This is an optimization exercise on Yosys and OpenROAD, whose aim is a short achievable clock period and few clock cycles, not a production implementation.
RTL that was checked went through simulation tests only; none was proved equivalent to the original.
Power is estimated from default activity; no workload was simulated.

## job 2503
==> flow/design.v (excerpt) <==
module turquoise (
    input  wire        clk,
    input  wire        rst,
    input  wire        cmd_valid,
    output wire        cmd_ready,
    input  wire [1:0]  cmd_op,
    input  wire [7:0]  cmd_data,
    output reg         resp_valid,
    output reg         resp_halted,
    output reg         resp_fault,
    output reg  [15:0] cur_x,
    output reg  [15:0] cur_y,
    output reg         paint_valid,
    output reg  [8:0]  paint_x,
    output reg  [7:0]  paint_y,
    output reg         paint_color
);
    localparam ROM_SIZE = 128;
    localparam RD       = 4;        
    localparam QD       = 4;        
    localparam X0       = 16'd136;
    localparam Y0       = 16'd96;
    localparam OP_TICK  = 2'd0;
    localparam OP_BEGIN = 2'd1;
    localparam OP_BYTE  = 2'd2;
    localparam OP_END   = 2'd3;
    integer i;
    reg rdy;
    reg rst_r;
    assign cmd_ready = rdy;
    wire acc      = cmd_valid && rdy;
    wire acc_tick = acc && (cmd_op == OP_TICK);
    wire acc_end  = acc && (cmd_op == OP_END);
    reg       p_byte, p_begin, p_end;
    reg       p_load;       
    reg [7:0] p_data;
    reg       p_nz;         
    reg       p_app;        
    wire      app_next;     
    reg       p_one;        
    wire      fault_next;
    always @(posedge clk) begin
        p_byte  <= acc && !rst && (cmd_op == OP_BYTE);
        p_begin <= acc && !rst && (cmd_op == OP_BEGIN);
        p_end   <= acc && !rst && (cmd_op == OP_END);
        p_load  <= acc && !rst && (cmd_op == OP_END) && !fault_next;
        p_data  <= cmd_data;
        p_nz    <= (cmd_data != 8'd0);
        p_one   <= (cmd_data == 8'd1);
        p_app   <= acc && !rst && (cmd_op == OP_BYTE) && (cmd_data != 8'd0) && app_next;
        rst_r   <= rst;
    end
    reg            act;
    reg [8*2*ROM_SIZE-1:0] mem;    
    reg [7:0]      a_len;       
    reg [7:0]      s_len;
    reg [15:0]     s_hoh;       
    reg [7:0]      s_loh;       
    reg            s_ovf;
    reg            s_term;      
    reg [7:0]      s_rem;       
    reg            s_cyc;       
    reg [7:0]      s_n1;        
    reg            s_n1z;       
    reg [8:0]      s_nfs;       
    reg            s_f_v;
  ...
For scale: about 2,600 flip-flops, about 68 I/O pins, ~0.11 mm² of cells after synthesis.
export LEC_CHECK = 0
export CAP_MARGIN = 20
export CORE_MARGIN = 2
export CORE_UTILIZATION = 60
export CTS_CLUSTER_DIAMETER = 80
export CTS_CLUSTER_SIZE = 25
export SLEW_MARGIN = 20
export SYNTH_MEMORY_MAX_BITS = 4096
create_clock -name core_clock -period 12.0 [get_ports {clk}]
standard.sh (not shown) runs the stock make flow with config.mk's settings and CLKGATE_MAP_FILE= SYNTH_SCRIPT=/design/flow/synth_recipe.tcl, a recipe that flattens the netlist after the stock synthesis.
==> flow/flow/run.sh <==
#!/bin/bash
# The standard layout (standard.sh), with two changes in how it is made:
#  * timing repair is asked to leave extra setup slack, so it keeps optimising
#    below the design's period (the SDC and the period are not changed);
#  * port buffers are plain buffers instead of the default delay-buffer cell.
set -euo pipefail
export SETUP_SLACK_MARGIN=8.5
export TNS_END_PERCENT=100
export BUFFER_PORTS_ARGS="-buffer_cell sky130_fd_sc_hd__buf_4"
bash standard.sh finish > standard_flow.log 2>&1
Testbench counts of job 2503, summed over its fixed seeds: cycles 202,313.
Input-level comparison between job 2592 and job 2503:
--- a/flow/design.v
+++ b/flow/design.v
@@ -372,25 +372,25 @@
             color  <= 1'b1;
         end else if (pop) begin
             cx    <= nx;
             cy    <= ny;
             if (op == 4'h3) flipx  <= ~flipx;
             if (op == 4'hB) flipy  <= ~flipy;
             if (op == 4'h7) mirror <= ~mirror;
             if (op == 4'hC) color  <= ~color;
             if (op == 4'hD) draw   <= ~draw;
         end
     end
     always @(posedge clk) begin
-        cur_x <= rst_r ? X0 : pop ? nx : cx;
-        cur_y <= rst_r ? Y0 : pop ? ny : cy;
+        cur_x <= pop ? nx : rst_r ? X0 : cx;
+        cur_y <= pop ? ny : rst_r ? Y0 : cy;
     end
     always @(posedge clk) begin
         resp_valid  <= acc && !rst;
         paint_valid <= pop && !rst && paint_spec;
         paint_x     <= nx[8:0];
         paint_y     <= ny[7:0];
         paint_color <= color;
         resp_halted <= !q_v[0];
         resp_fault  <= fault_next;
     end
 endmodule
- Job 2503 finished end to end and its layout was clean on timing, DRC and antenna.
- Job 2592 completed; timing, DRC and antenna clean
- Taking job 2503 as the reference, in job 2592 sequential power stayed essentially flat, worst hold slack fell by 0.0070 ns, top fanout value on the critical path fell by 4, met1 usage in global routing fell by 1.2 points, clock-cell share of area stayed essentially flat.
- Changes observed in job 2592 relative to job 2503: count of non-CTS inverters in the layout rose 6; area fraction in compound gates after synthesis climbed 0.55 points; final net count rose by 95; maximum number of pins on one net before global-route repair increased by 72% relative to the old numbers.
- Job 2592 leaves more setup margin than job 2503.
- Critical path's largest stage delay: job 2503 vs job 2592, no meaningful difference
- Compared with job 2503, in job 2592 sequential share of layout area shows an increase of 0.27 points; global-route wire length before repair shows an increase of about 1.4%; number of non-clock buffers shows a reduction of 14%.
Testbench counts of job 2592, summed over its fixed seeds: cycles 202,313.

== the baseline ==
Another version of the RTL of turquoise (not shown whole).
For scale: ~7200 cells after synthesis, roughly 2600 flip-flops, ~0.11 sq mm of cells after synthesis.
==> flow/config.mk <==
export PLATFORM = sky130hd
export DESIGN_NAME = turquoise
export DESIGN_NICKNAME = turquoise
export VERILOG_FILES = /design/flow/design.v
export SDC_FILE = /design/flow/constraint.sdc
export NUM_CORES = 4
export LEC_CHECK = 0
export CAP_MARGIN = 20
export CORE_MARGIN = 2
export CORE_UTILIZATION = 60
export CTS_CLUSTER_DIAMETER = 80
export CTS_CLUSTER_SIZE = 25
export SLEW_MARGIN = 20
export SYNTH_MEMORY_MAX_BITS = 4096
==> flow/constraint.sdc <==
create_clock -name core_clock -period 12.0 [get_ports {clk}]
set_input_delay 2.4000 -clock core_clock [delete_from_list [all_inputs] [get_ports {clk}]]
set_output_delay 2.4000 -clock core_clock [all_outputs]
set_load 0.01 [all_outputs]
Scripts as last shown in full above: flow/flow/run.sh
Here is what was changed in the inputs of the candidate compared with the baseline.
-- flow/design.v --
<<< the baseline, line 192
    reg            g_v;
    reg [7:0]      g_addr;
    reg [31:0]     g_oh;        
    reg [7:0]      g_krem;      
    reg [7:0]      g_prem;      
>>> the candidate, line 192
    reg            g_v;
    reg [7:0]      g_addr;
    reg [15:0]     g_oh;        
    reg [7:0]      g_krem;      
    reg [7:0]      g_prem;      
<<< the baseline, line 209
        if (do_load || g_take) begin
            g_addr <= {do_load ? s_f_ps : r_ps[0], 1'b0};
            g_oh   <= 32'd1 << {do_load ? s_f_ps[3:0] : r_ps[0][3:0], 1'b0};
            g_ps   <= do_load ? s_f_ps : r_ps[0];
            g_n1   <= do_load ? s_f_n1 : r_n1[0];
>>> the candidate, line 209
        if (do_load || g_take) begin
            g_addr <= {do_load ? s_f_ps : r_ps[0], 1'b0};
            g_oh   <= 16'd1 << {do_load ? s_f_ps[2:0] : r_ps[0][2:0], 1'b0};
            g_ps   <= do_load ? s_f_ps : r_ps[0];
            g_n1   <= do_load ? s_f_n1 : r_n1[0];
<<< the baseline, line 222
                g_kz   <= (g_krem == 8'd1);
                g_addr <= g_addr + 8'd1;
                g_oh   <= {g_oh[30:0], g_oh[31]};
            end else begin
                g_prem <= g_prem - 8'd1;
>>> the candidate, line 222
                g_kz   <= (g_krem == 8'd1);
                g_addr <= g_addr + 8'd1;
                g_oh   <= {g_oh[14:0], g_oh[15]};
            end else begin
                g_prem <= g_prem - 8'd1;
<<< the baseline, line 229
                g_kz   <= g_n1z;
                g_addr <= {g_ps, 1'b0};
                g_oh   <= 32'd1 << {g_ps[3:0], 1'b0};
            end
        end
>>> the candidate, line 229
                g_kz   <= g_n1z;
                g_addr <= {g_ps, 1'b0};
                g_oh   <= 16'd1 << {g_ps[2:0], 1'b0};
            end
        end
<<< the baseline, line 258
    end
    wire r_v0_next = !r_clr && (rn_v[0] || sc_push);
    reg [3:0] m1_c [0:15];
    reg [3:0] m1_hi;
    reg       m1_v;
    wire      m1_v_next = emit && !do_load && !rst_r;
    reg [3:0] m1_sel [0:15];
    integer k;
    always @(*) begin
        for (i = 0; i < 16; i = i + 1) begin
            m1_sel[i] = 4'd0;
            for (k = 0; k < 32; k = k + 1)
                m1_sel[i] = m1_sel[i] | ({4{g_oh[k]}} &
                            (k[0] ? mem[8*(i*16 + k/2) +: 4] : mem[8*(i*16 + k/2) + 4 +: 4]));
        end
    end
    always @(posedge clk) begin
        for (i = 0; i < 16; i = i + 1)
            m1_c[i] <= m1_sel[i];
        m1_hi <= {act, g_addr[7:5]};
        m1_v  <= m1_v_next;
    end
>>> the candidate, line 258
    end
    wire r_v0_next = !r_clr && (rn_v[0] || sc_push);
    reg [3:0] m1_c [0:31];
    reg [4:0] m1_hi;
    reg       m1_v;
    wire      m1_v_next = emit && !do_load && !rst_r;
    reg [3:0] m1_sel [0:31];
    integer k;
    always @(*) begin
        for (i = 0; i < 32; i = i + 1) begin
            m1_sel[i] = 4'd0;
            for (k = 0; k < 16; k = k + 1)
                m1_sel[i] = m1_sel[i] | ({4{g_oh[k]}} &
                            (k[0] ? mem[8*(i*8 + k/2) +: 4] : mem[8*(i*8 + k/2) + 4 +: 4]));
        end
    end
    always @(posedge clk) begin
        for (i = 0; i < 32; i = i + 1)
            m1_c[i] <= m1_sel[i];
        m1_hi <= {act, g_addr[7:4]};
        m1_v  <= m1_v_next;
    end
==> comparison <==
The candidate finished every step from synthesis to the final layout, and the layout passed the timing, DRC and antenna checks.
The baseline: no failed stages, no open violations at the end
[the candidate] share of cell area taken by muxes after synthesis rose 1.0 points relative to the baseline
A launch point of the critical path of cur_y[8] is what the candidate shows, while cur_y[15] belongs to the baseline.
The candidate against the baseline: fraction of the mapped netlist area in simple logic gates went down by 0.91 points; sequential share of layout area shows an increase of 0.40 points; per-cell via count in the routed design -about 2.8%; wire length per cell now sits lower.
Changes observed in the candidate relative to the baseline: count of clock buffers in the final design grew by 8; non-clock buffer area fraction after layout held steady; number of nets in the final layout shrank by 271.
[compare] base=the baseline new=the candidate: clock network fraction of design power has increased; minimum period implied by the final worst setup slack has decreased.
No functional check of the RTL was part of any run of this note.

-- static timing again, ports no longer ideal --
No port has a modelled driver above. Below, the same layouts with a new extraction and two added sets of constraints.
Step 1 sets driving cells, clkbuf_16 on the clock port and buf_2 on the other inputs (assumed; they add their load-dependent delay and slew).
Step 2 adds t to the input delays and takes it off the output delays; t is the mean of the earliest and latest rising clock arrival at the registers after step 1. Input paths then give back, and output paths get back, about the clock's delay inside the block.
a / b / c = ideal / step 1 / step 2; a / b = the first two.
run | t (ns) | setup WS [ns] | slew at the worst register clock pin (ns) | cell pins on the clock port's net
job 2503 | 0.925 | 8.276 / 8.177 / 7.651 | 0.10 / 0.10 | 1
job 2592 | 0.936 | 8.292 / 8.192 / 7.723 | 0.11 / 0.11 | 1
the baseline | 0.918 | 8.181 / 8.093 / 7.462 | 0.10 / 0.10 | 1
the candidate | 0.917 | 8.218 / 8.130 / 7.732 | 0.10 / 0.10 | 1
After both steps setup and hold are still met in every run listed. For the baseline, which loses most, drivers alone change the setup slack by -0.088 ns; drivers and shift together by -0.719 ns.
